This is an optimization exercise on Yosys and OpenROAD, whose aim is small area, a short achievable clock period and few clock cycles per item, not a production implementation. At most, simulation tests tie the RTL to the original design; equivalence was not proved. No activity file was given, so power comes from the tool's default toggle rates.

== the reference run ==
==> flow/design.v (excerpt) <==
module tsq_decoder (
    input  wire        clk,
    input  wire        rst,           
    input  wire        start,         
    input  wire        ext,           
    input  wire [22:0] in_size,       
    output wire        idle,
    input  wire        in_valid,
    input  wire [7:0]  in_data,
    output wire        in_ready,
    output wire        mem_re,
    output wire [17:0] mem_raddr,
    input  wire [7:0]  mem_rdata,     
    output wire        mem_we,
    output wire [17:0] mem_waddr,
    output wire [7:0]  mem_wdata,
    output wire        done,          
    output wire [3:0]  status,
    output wire [18:0] out_size
);
    localparam [22:0] OUTPUT_SIZE = 23'd327680;
    localparam [2:0] ST_OK       = 3'd0;
    localparam [2:0] ERR_SIZE    = 3'd2;
    localparam [2:0] ERR_INSIZE  = 3'd3;
    localparam [2:0] ERR_UNDERRUN= 3'd4;
    localparam [2:0] ERR_OFFSET  = 3'd5;
    localparam [2:0] ERR_OVERLAP = 3'd6;
    localparam [2:0] ERR_OVERRUN = 3'd7;
    localparam B_IDLE = 0,
               B_HDR  = 1,    
               B_WAIT = 2,    
               B_GHDR = 3,    
               B_LIT  = 4,    
               B_OFF0 = 5,
               B_OFF1 = 6,
               B_VAL  = 7,    
               B_FIN  = 8,    
               B_DONE = 9,
               B_CHK  = 10;   
    localparam [10:0] P_IDLE = 11'd1 << B_IDLE,
                      P_CHK  = 11'd1 << B_CHK,
                      P_HDR  = 11'd1 << B_HDR,
                      P_WAIT = 11'd1 << B_WAIT,
                      P_GHDR = 11'd1 << B_GHDR,
                      P_LIT  = 11'd1 << B_LIT,
                      P_OFF0 = 11'd1 << B_OFF0,
                      P_OFF1 = 11'd1 << B_OFF1,
                      P_VAL  = 11'd1 << B_VAL,
                      P_FIN  = 11'd1 << B_FIN,
                      P_DONE = 11'd1 << B_DONE;
    localparam [2:0] I_GHDR = 3'd0,
  ...
clock: 7.5 ns
lec_check: 0
cap_margin: 20
core_margin: 2
core_utilization: 60
cts_cluster_diameter: 60
cts_cluster_size: 20
setup_slack_margin: 4.8
slew_margin: 20
standard.sh (not shown) runs the stock make flow with config.mk's settings and CLKGATE_MAP_FILE= SYNTH_SCRIPT=/design/flow/synth_recipe.tcl, a recipe that flattens the netlist after the stock synthesis.
==> flow/flow/run.sh <==
#!/bin/bash
# The standard layout, with the port buffers placed as the smallest buffer
# cell (the resizer sizes them up where timing needs it).
set -euo pipefail
export BUFFER_PORTS_ARGS="-buffer_cell sky130_fd_sc_hd__buf_1"
bash standard.sh > standard.log 2>&1
Testbench counts of the reference run, summed over its fixed seeds: cycles 402,748, bytes 355,495.
> inputs changed (the reference run -> the trial run)
--- a/flow/design.v
+++ b/flow/design.v
@@ -55,26 +55,27 @@
                      I_ERR  = 3'd4;
     reg [10:0] ps;
     reg        r_bad;          
     reg [4:0]  cnt;            
     reg [2:0]  st;
     reg        r_ext;
     reg        d_en;           
     reg        h_pend;         
     reg [18:0] irem;           
     reg        first;          
     reg [18:0] orem;           
     reg        orem_z;         
-    reg [18:0] pj;             
-    reg [17:0] anchor;
+    reg [18:0] pa;             
+    reg [7:0]  plen;           
+    wire [17:0] anchor = pa[17:0];
     reg [7:0]  ctrl;
     reg [7:0]  sz0, sz1, sz2, sz3;
     reg        ex;             
     reg        par;            
     reg [2:0]  kn;             
     reg        s_c;            
     reg [6:0]  s_len;          
     reg        n_v;
     reg [2:0]  n_kind;
     reg [6:0]  n_len;          
     reg        n_ovr;
     reg        n_held;         
@@ -109,25 +110,25 @@
     wire take     = rdy && in_valid;
     wire lit_take = ps[B_LIT] && lit_rdy && in_valid;
     wire last     = (cnt == 5'd0);
     assign idle      = ps[B_IDLE];
     assign in_ready  = rdy;
     assign mem_re    = e_act;
     assign mem_raddr = e_src;
     assign mem_we    = we_r;
     assign mem_waddr = wj;
     assign mem_wdata = wdata;
     assign done      = ps[B_DONE];
     assign status    = {1'b0, st};
-    assign out_size  = pj;             
+    assign out_size  = pa;             
     wire [15:0] off   = {off_hi, off_lo};
     wire [18:0] diff  = {1'b0, anchor} - {3'd0, off};
     wire v_err   = v_eoff || v_eovl || n_ovr;
     wire v_acc   = v_small ? (!e_act && !rd_pend) : (!e_act || e_last);
     wire v_go    = ps[B_VAL] && !v_err && v_acc;
     wire irem_small = (irem[18:5] == 14'd0);
     wire grp_uf     = irem_small && (irem[4:0] < (first ? 5'd8 : 5'd5));
     wire lit_uf     = irem_small && (irem[4:0] < s_len[4:0]);
     wire ref_uf     = irem_small && (irem[4:0] < 5'd2);
     wire sym_ovr    = (orem[18:7] == 12'd0) && (orem[6:0] < s_len);
     wire [18:0] idec = ex ? (first ? 19'd8 : 19'd5) : (s_c ? {12'd0, s_len} : 19'd2);
     wire d_go    = d_en && !n_v && !h_pend;
@@ -186,24 +187,25 @@
                 e_len  <= n_len;
                 e_last <= (n_len == 7'd1);
             end else if (e_act) begin
                 e_src  <= e_src + 18'd1;
                 e_len  <= e_len - 7'd1;
                 e_last <= (e_len == 7'd2);
                 if (e_last) e_act <= 1'b0;
             end
             if (kill) e_act <= 1'b0;
             if (d_go) begin
                 n_v <= 1'b1;
                 if (orem_z) begin
+                    pa     <= pa + {11'd0, plen};    
                     n_kind <= I_FIN;
                     d_en   <= 1'b0;
                 end else if (ex) begin
                     h_pend <= 1'b1;
                     first  <= 1'b0;
                     if (grp_uf) begin
                         n_kind <= I_ERR;
                         n_len  <= {4'd0, ERR_UNDERRUN};
                         d_en   <= 1'b0;
                     end else begin
                         n_kind <= I_GHDR;
                     end
@@ -223,40 +225,45 @@
                         d_en   <= 1'b0;
                     end else begin
                         n_kind <= I_REF;
                         n_len  <= s_len;
                         n_ovr  <= sym_ovr;
                     end
                 end
                 irem <= irem - idec;
             end
             if (d_sym) begin
                 orem   <= orem_nx;
                 orem_z <= (orem_nx == 19'd0);
-                pj     <= pj + {12'd0, s_len};
-                if (!par) anchor <= pj[17:0];
+                if (!par) begin
+                    pa   <= pa + {11'd0, plen};
+                    plen <= {1'b0, s_len};
+                end else begin
+                    plen <= plen + {1'b0, s_len};
+                end
                 par    <= !par;
                 kn     <= kn + 3'd1;
                 ex     <= (kn == 3'd0);
                 s_c    <= kn_c;
                 s_len  <= dec_len(kn_c, kn_nib, r_ext);
             end
             if (take) cnt <= cnt - 5'd1;
             case (1'b1)
             ps[B_IDLE]: begin
                 r_ext  <= ext;
                 irem   <= in_size[18:0];
                 first  <= 1'b1;
                 r_bad  <= (in_size > OUTPUT_SIZE || in_size < 23'd3);
-                pj     <= 19'd0;
+                pa     <= 19'd0;
+                plen   <= 8'd0;
                 wj     <= 18'd0;
                 ex     <= 1'b1;
                 cnt    <= 5'd2;
                 d_en   <= 1'b0;
                 h_pend <= 1'b0;
                 n_v    <= 1'b0;
                 n_held <= 1'b0;
             end
             ps[B_CHK]: begin
                 if (r_bad) begin
                     st <= ERR_INSIZE;
                 end
@@ -296,40 +303,40 @@
                 lo_lt  <= !in_data[7] && (in_data[6:0] < n_len);
             end
             ps[B_OFF1]: if (take) begin
                 off_hi  <= in_data;
                 v_eoff  <= (lo_z && in_data == 8'd0) ||
                            (anchor[17:16] == 2'd0 &&
                             (in_data > anchor[15:8] || (in_data == anchor[15:8] && lo_gt)));
                 v_eovl  <= (in_data == 8'd0) && lo_lt;
                 v_small <= (in_data == 8'd0) && (off_lo[7:2] == 6'd0);
             end
             ps[B_VAL]: if (v_err) begin
                 st <= v_eoff ? ERR_OFFSET : (v_eovl ? ERR_OVERLAP : ERR_OVERRUN);
-                pj <= 19'd0;
+                pa <= 19'd0;
             end
             ps[B_FIN]: if (!e_act) begin
                 st <= ST_OK;
             end
             default: ;
             endcase
             if (c_end) begin
                 if (n_v && !n_held) begin
                     n_v <= 1'b0;
                     case (n_kind)
                     I_GHDR: cnt <= 5'd4;
                     I_LIT:  cnt <= n_len[4:0] - 5'd1;
                     I_REF:  begin n_v <= 1'b1; n_held <= 1'b1; end
                     I_FIN:  ;
-                    default: begin st <= n_len[2:0]; pj <= 19'd0; end
+                    default: begin st <= n_len[2:0]; pa <= 19'd0; end
                     endcase
                 end
             end
             if (ps[B_HDR] && take && last && size_err) begin
                 st   <= ERR_SIZE;
                 d_en <= 1'b0;
             end
         end
         if (rst) begin
             e_act   <= 1'b0;
             rd_pend <= 1'b0;
             we_r    <= 1'b0;
==> run summary <==
Delta (the trial run minus the reference run): non-clock buffer count in the final layout increased by 29 relative to the old numbers; part of the total power dissipated in the clock network went down 0.9 points; xor/xnor cell area share of the yosys netlist stayed essentially flat.
The reference run → the trial run: detailed placer's ending HPWL -1.8%; total power went down; critical path depth rose 7; endpoint required time on the critical path moved up; core utilization higher.
Relative to the reference run, timing-limited maximum frequency decreased by about 2.3% in the trial run.
The reference run ended up with pj[8] as its start point of the critical path; the trial run ended up with orem[9].
From the reference run to the trial run the numbers moved as follows: flip-flop and latch count down 4.1%, synthesized cell count shows an increase of 54, setup slack shrank by 0.064 ns.
Summary: global-route wire length before repair, the trial run worse than the reference run
A slowest cell on the critical path of sky130_fd_sc_hd__or4_4 is what the trial run shows, while sky130_fd_sc_hd__dfxtp_1 belongs to the reference run.
Only the layout flow was run in the trial run; the RTL was not checked for function there.

## separate check: timing with driven ports
How much do the figures lean on ideal ports? The routed layouts below were timed once more, with nothing changed but the port constraints. Step 1, drivers: a clkbuf_16 drives clk and a buf_2 each remaining input, both assumed. Step 2 times the ports against the registers' clock, not the clock port: input delays grow and output delays shrink by t, the midpoint of the rising clock arrivals with the driver on. a / b / c = no drivers / after step 1 / after step 2; a / b = the first two.
run	shift t [ns]	setup WS [ns]	worst hold slack (ns)	worst data-port slew with drivers (ns)
the reference run	0.554	4.833 / 4.787 / 4.304	0.492 / 0.492 / 0.492	0.06
the trial run	0.556	4.770 / 4.770 / 4.251	0.502 / 0.502 / 0.502	0.06
After both steps setup and hold are still met in every run listed. The setup slack of the reference run, which loses most, moves by -0.046 ns with the drivers and by -0.529 ns with both steps.
